This design comes from an exercise in tuning for small area on the open sky130 flow, not from production work. Only simulation tests tie the RTL to the original design; equivalence was not proved. Power figures rest on the tool's default switching activity, not on a simulated workload.

==> flow/design.v (excerpt) <==
module scd41_meas_decoder (
    input  wire        clk,
    input  wire        rst,
    input  wire        in_valid,
    input  wire [7:0]  in_data,
    output wire        in_ready,
    output reg         out_valid,
    output reg  [15:0] co2,
    output reg  [15:0] raw_t,
    output reg  [15:0] raw_rh,
    output wire [31:0] temp,
    output wire [31:0] rh
);
    reg [4:0]  g;
    reg [3:0]  n;
    reg        f;         
    reg [3:0]  st;
    reg [15:0] rc, rt, rr;
    reg [23:0] w;
    reg [31:0] rtf;
    reg [7:0]  rm8;
    reg        cy, sign;
    reg [4:0]  u;
    reg [27:0] rh_q;
    reg [28:0] temp_q;
    wire rh_e654 = !rh_q[27] && (rh_q[26:23] != 4'd0);
    assign rh   = {1'b0, rh_q[27], {3{rh_e654}}, rh_q[26:0]};
    assign temp = {temp_q[28:27], {3{~temp_q[27]}}, temp_q[26:0]};
    wire       ch   = st[3];
    wire [2:0] sc   = st[2:0];
    wire       idle = (st == 4'b1011);
    wire       g0  = (g == 5'd0);
    wire       g16 = (g == 5'd16);
    wire       g30 = (g == 5'd30);
    wire       g31 = (g == 5'd31);
    wire       c3  = (g[2] & u[2]) | ((g[2] | u[2]) & ((g[1] & u[1]) | ((g[1] | u[1]) & g[0] & u[0])));
    wire       ea  = rm8[0];       
    wire is_data = !n[1];
    wire hi      = !n[1] && !n[0];
    wire n7      = (n == 4'b1001);                 
    wire n8      = (n == 4'b1010);                 
    wire n9      = n[3] && n[2];
    wire start   = (n == 4'b0110) || (n == 4'b1000) || n7;
    wire acc = n8 ? ch : n7 ? !idle : !n9;
    wire wr  = in_valid && acc && is_data && (g[3] == hi);
    assign in_ready = acc && (!is_data || (g[3] == hi && g[2:0] == 3'd7 && f));
    wire take   = in_valid && in_ready;
    wire in_bit = in_data[g[2:0]];
    wire wr_c = wr && n[3:2] == 2'd0;
    wire wr_t = wr && n[3:2] == 2'd1;
    wire wr_r = wr && n[3:2] == 2'd2;
    wire prod  = !idle && !sc[2];
    wire first = !idle && sc == 3'd0;
  ...
Size in the first run: ~130 I/O pins.
==> flow/config.mk <==
export PLATFORM = sky130hd
export DESIGN_NAME = scd41_meas_decoder
export DESIGN_NICKNAME = scd41_meas_decoder
export VERILOG_FILES = /design/flow/design.v
export SDC_FILE = /design/flow/constraint.sdc
export NUM_CORES = 4
export LEC_CHECK = 0
export ABC_AREA = 1
export CAP_MARGIN = 20
export CORE_MARGIN = 2
export CORE_UTILIZATION = 40
export PLACE_DENSITY = 0.6
export SLEW_MARGIN = 20
==> flow/constraint.sdc <==
create_clock -name core_clock -period 10.0 [get_ports {clk}]
set_input_delay 2.0000 -clock core_clock [delete_from_list [all_inputs] [get_ports {clk}]]
set_output_delay 2.0000 -clock core_clock [all_outputs]
set_load 0.01 [all_outputs]
standard.sh (not shown) runs the stock make flow with config.mk's settings and CLKGATE_MAP_FILE= SYNTH_SCRIPT=/design/flow/synth_recipe.tcl, a recipe that flattens the netlist after the stock synthesis.
==> flow/flow/run.sh <==
#!/bin/bash
# The standard ORFS layout (standard.sh) with these changes:
#  - synthesis is synth_recipe.tcl unchanged except that ABC maps for area
#    only (flow/abc_area.script: no buffering or sizing, no delay target),
#    and the full-adder extraction is skipped (ADDER_MAP_FILE empty);
#  - ports are buffered with buf_1 instead of the flow's default buffer;
#  - CTS clusters sinks with small clock buffers and no dummy loads.
set -euo pipefail
here=$(pwd)
{
  head -n 1 synth_recipe.tcl
  echo 'proc abc {args} {'
  echo '  set i [lsearch $args -script]'
  echo "  if {\$i >= 0} { lset args [expr {\$i + 1}] $here/flow/abc_area.script }"
  echo '  set j [lsearch $args -D]'
  echo '  if {$j >= 0} { set args [lreplace $args $j [expr {$j + 1}]] }'
  echo '  yosys abc {*}$args'
  echo '}'
  tail -n +2 synth_recipe.tcl
} > synth_area.tcl
bash standard.sh \
  "SYNTH_SCRIPT=$here/synth_area.tcl" \
  'ADDER_MAP_FILE=' \
  'BUFFER_PORTS_ARGS=-buffer_cell sky130_fd_sc_hd__buf_1' \
  'CTS_ARGS=-sink_clustering_enable -repair_clock_nets -dont_use_dummy_load -sink_clustering_size 12 -sink_clustering_max_diameter 50 -buf_list {sky130_fd_sc_hd__clkbuf_4} -root_buf sky130_fd_sc_hd__clkbuf_2 -tree_buf {sky130_fd_sc_hd__clkbuf_4}' \
  finish > standard_flow.log 2>&1
==> flow/flow/abc_area.script <==
strash; dch -f; amap; mfs2; strash; dch -f; amap; topo
Change:
--- a/flow/flow/run.sh
+++ b/flow/flow/run.sh
@@ -23,4 +23,4 @@
   'ADDER_MAP_FILE=' \
   'BUFFER_PORTS_ARGS=-buffer_cell sky130_fd_sc_hd__buf_1' \
-  'CTS_ARGS=-sink_clustering_enable -repair_clock_nets -dont_use_dummy_load -sink_clustering_size 12 -sink_clustering_max_diameter 50 -buf_list {sky130_fd_sc_hd__clkbuf_4} -root_buf sky130_fd_sc_hd__clkbuf_2 -tree_buf {sky130_fd_sc_hd__clkbuf_4}' \
+  'CTS_ARGS=-sink_clustering_enable -repair_clock_nets -dont_use_dummy_load -sink_clustering_size 12 -sink_clustering_max_diameter 45 -buf_list {sky130_fd_sc_hd__clkbuf_4} -root_buf sky130_fd_sc_hd__clkbuf_8 -tree_buf {sky130_fd_sc_hd__clkbuf_8}' \
   finish > standard_flow.log 2>&1
- CORE_UTILIZATION: 40 -> 55
- PLACE_DENSITY: 0.6 -> 0.75
Result: Register-to-register slack gains 0.06 ns; clock-buffer cell count rises by 2; critical path depth stays the same; die area falls by 27%; setup slack improves by 0.14 ns; hold slack degrades by 0.0038 ns.
Change:
--- a/flow/flow/run.sh
+++ b/flow/flow/run.sh
@@ -23,4 +23,4 @@
   'ADDER_MAP_FILE=' \
   'BUFFER_PORTS_ARGS=-buffer_cell sky130_fd_sc_hd__buf_1' \
-  'CTS_ARGS=-sink_clustering_enable -repair_clock_nets -dont_use_dummy_load -sink_clustering_size 12 -sink_clustering_max_diameter 45 -buf_list {sky130_fd_sc_hd__clkbuf_4} -root_buf sky130_fd_sc_hd__clkbuf_8 -tree_buf {sky130_fd_sc_hd__clkbuf_8}' \
+  'CTS_ARGS=-sink_clustering_enable -repair_clock_nets -dont_use_dummy_load -sink_clustering_size 22 -sink_clustering_max_diameter 55 -buf_list {sky130_fd_sc_hd__clkbuf_8}' \
   finish > standard_flow.log 2>&1
- CORE_UTILIZATION: 55 -> 40
- PLACE_DENSITY: 0.75 -> 0.6
Outcome:
- The new run went through all stages and came out clean
- die area came out higher by about 36%
- count of clock-buffer cells in the layout falls by 10
- routed wire length came out higher by 2.2%
- core utilization is lower by 17 points
- non-clock buffer count does not change
- sequential power barely changes
- final cell count goes up by 5.5%
- cell area came out higher by about 0.9%
Change:
--- a/flow/flow/run.sh
+++ b/flow/flow/run.sh
@@ -23,4 +23,4 @@
   'ADDER_MAP_FILE=' \
   'BUFFER_PORTS_ARGS=-buffer_cell sky130_fd_sc_hd__buf_1' \
-  'CTS_ARGS=-sink_clustering_enable -repair_clock_nets -dont_use_dummy_load -sink_clustering_size 22 -sink_clustering_max_diameter 55 -buf_list {sky130_fd_sc_hd__clkbuf_8}' \
+  'CTS_ARGS=-sink_clustering_enable -repair_clock_nets -dont_use_dummy_load -sink_clustering_size 30 -sink_clustering_max_diameter 100 -buf_list {sky130_fd_sc_hd__clkbuf_16} -root_buf sky130_fd_sc_hd__clkbuf_8 -tree_buf {sky130_fd_sc_hd__clkbuf_8}' \
   finish > standard_flow.log 2>&1
- CORE_UTILIZATION: 40 -> 50
- PLACE_DENSITY: 0.6 -> 0.7
The new run ran to the end with no violations. Sequential share of layout area came out higher by 0.33 points. Routed wire length came out lower by 2.9%. Final area came out lower by 0.44%. Via count is about the same. Combinational power barely changes. Worst hold slack improves by 0.047 ns.
Change:
==> flow/flow/abc_area.script (replaced) <==
strash; &get -n; &deepsyn -T 20; &put; dch -f; amap; topo
- CORE_UTILIZATION: 50 -> 40
- PLACE_DENSITY: 0.7 -> 0.6
What happened: The new run passed the timing, DRC and antenna checks; fmax went down by about 2.7%; wire length rose by about 4.5%; synthesized area is about the same; utilization went down by 11 points.

==> what the ideal ports hide <==
The results above use ideal ports. As a check the final layouts listed here were re-extracted and re-timed, cells and wires unchanged.
Step 1: set_driving_cell puts a clkbuf_16 on clk and a buf_2 on each other input, an assumption about the parent block.
Step 2 also shifts input and output timing later by t, the mid clock arrival at the registers, as if the neighbouring blocks saw the same clock.
Slacks: ideal / step 1 / step 2; pairs: ideal / step 1.
| run | t (ns) | setup WS [ns] | worst hold slack (ns) | worst setup path after step 2 |
|---|---|---|---|---|
| the first run | 0.700 | 5.502 / 5.467 / 5.737 | 0.312 / 0.312 / 0.312 | input to register |
| the second run | 0.507 | 5.639 / 5.604 / 5.829 | 0.308 / 0.308 / 0.308 | input to register |
| the third run | 0.511 | 5.691 / 5.655 / 5.729 | 0.288 / 0.288 / 0.288 | input to register |
| the fourth run | 0.502 | 5.671 / 5.635 / 5.841 | 0.335 / 0.335 / 0.335 | input to register |
| the fifth run | 0.513 | 5.552 / 5.517 / 6.030 | 0.327 / 0.327 / 0.327 | register to output |
After both steps setup and hold are still met in every run listed.
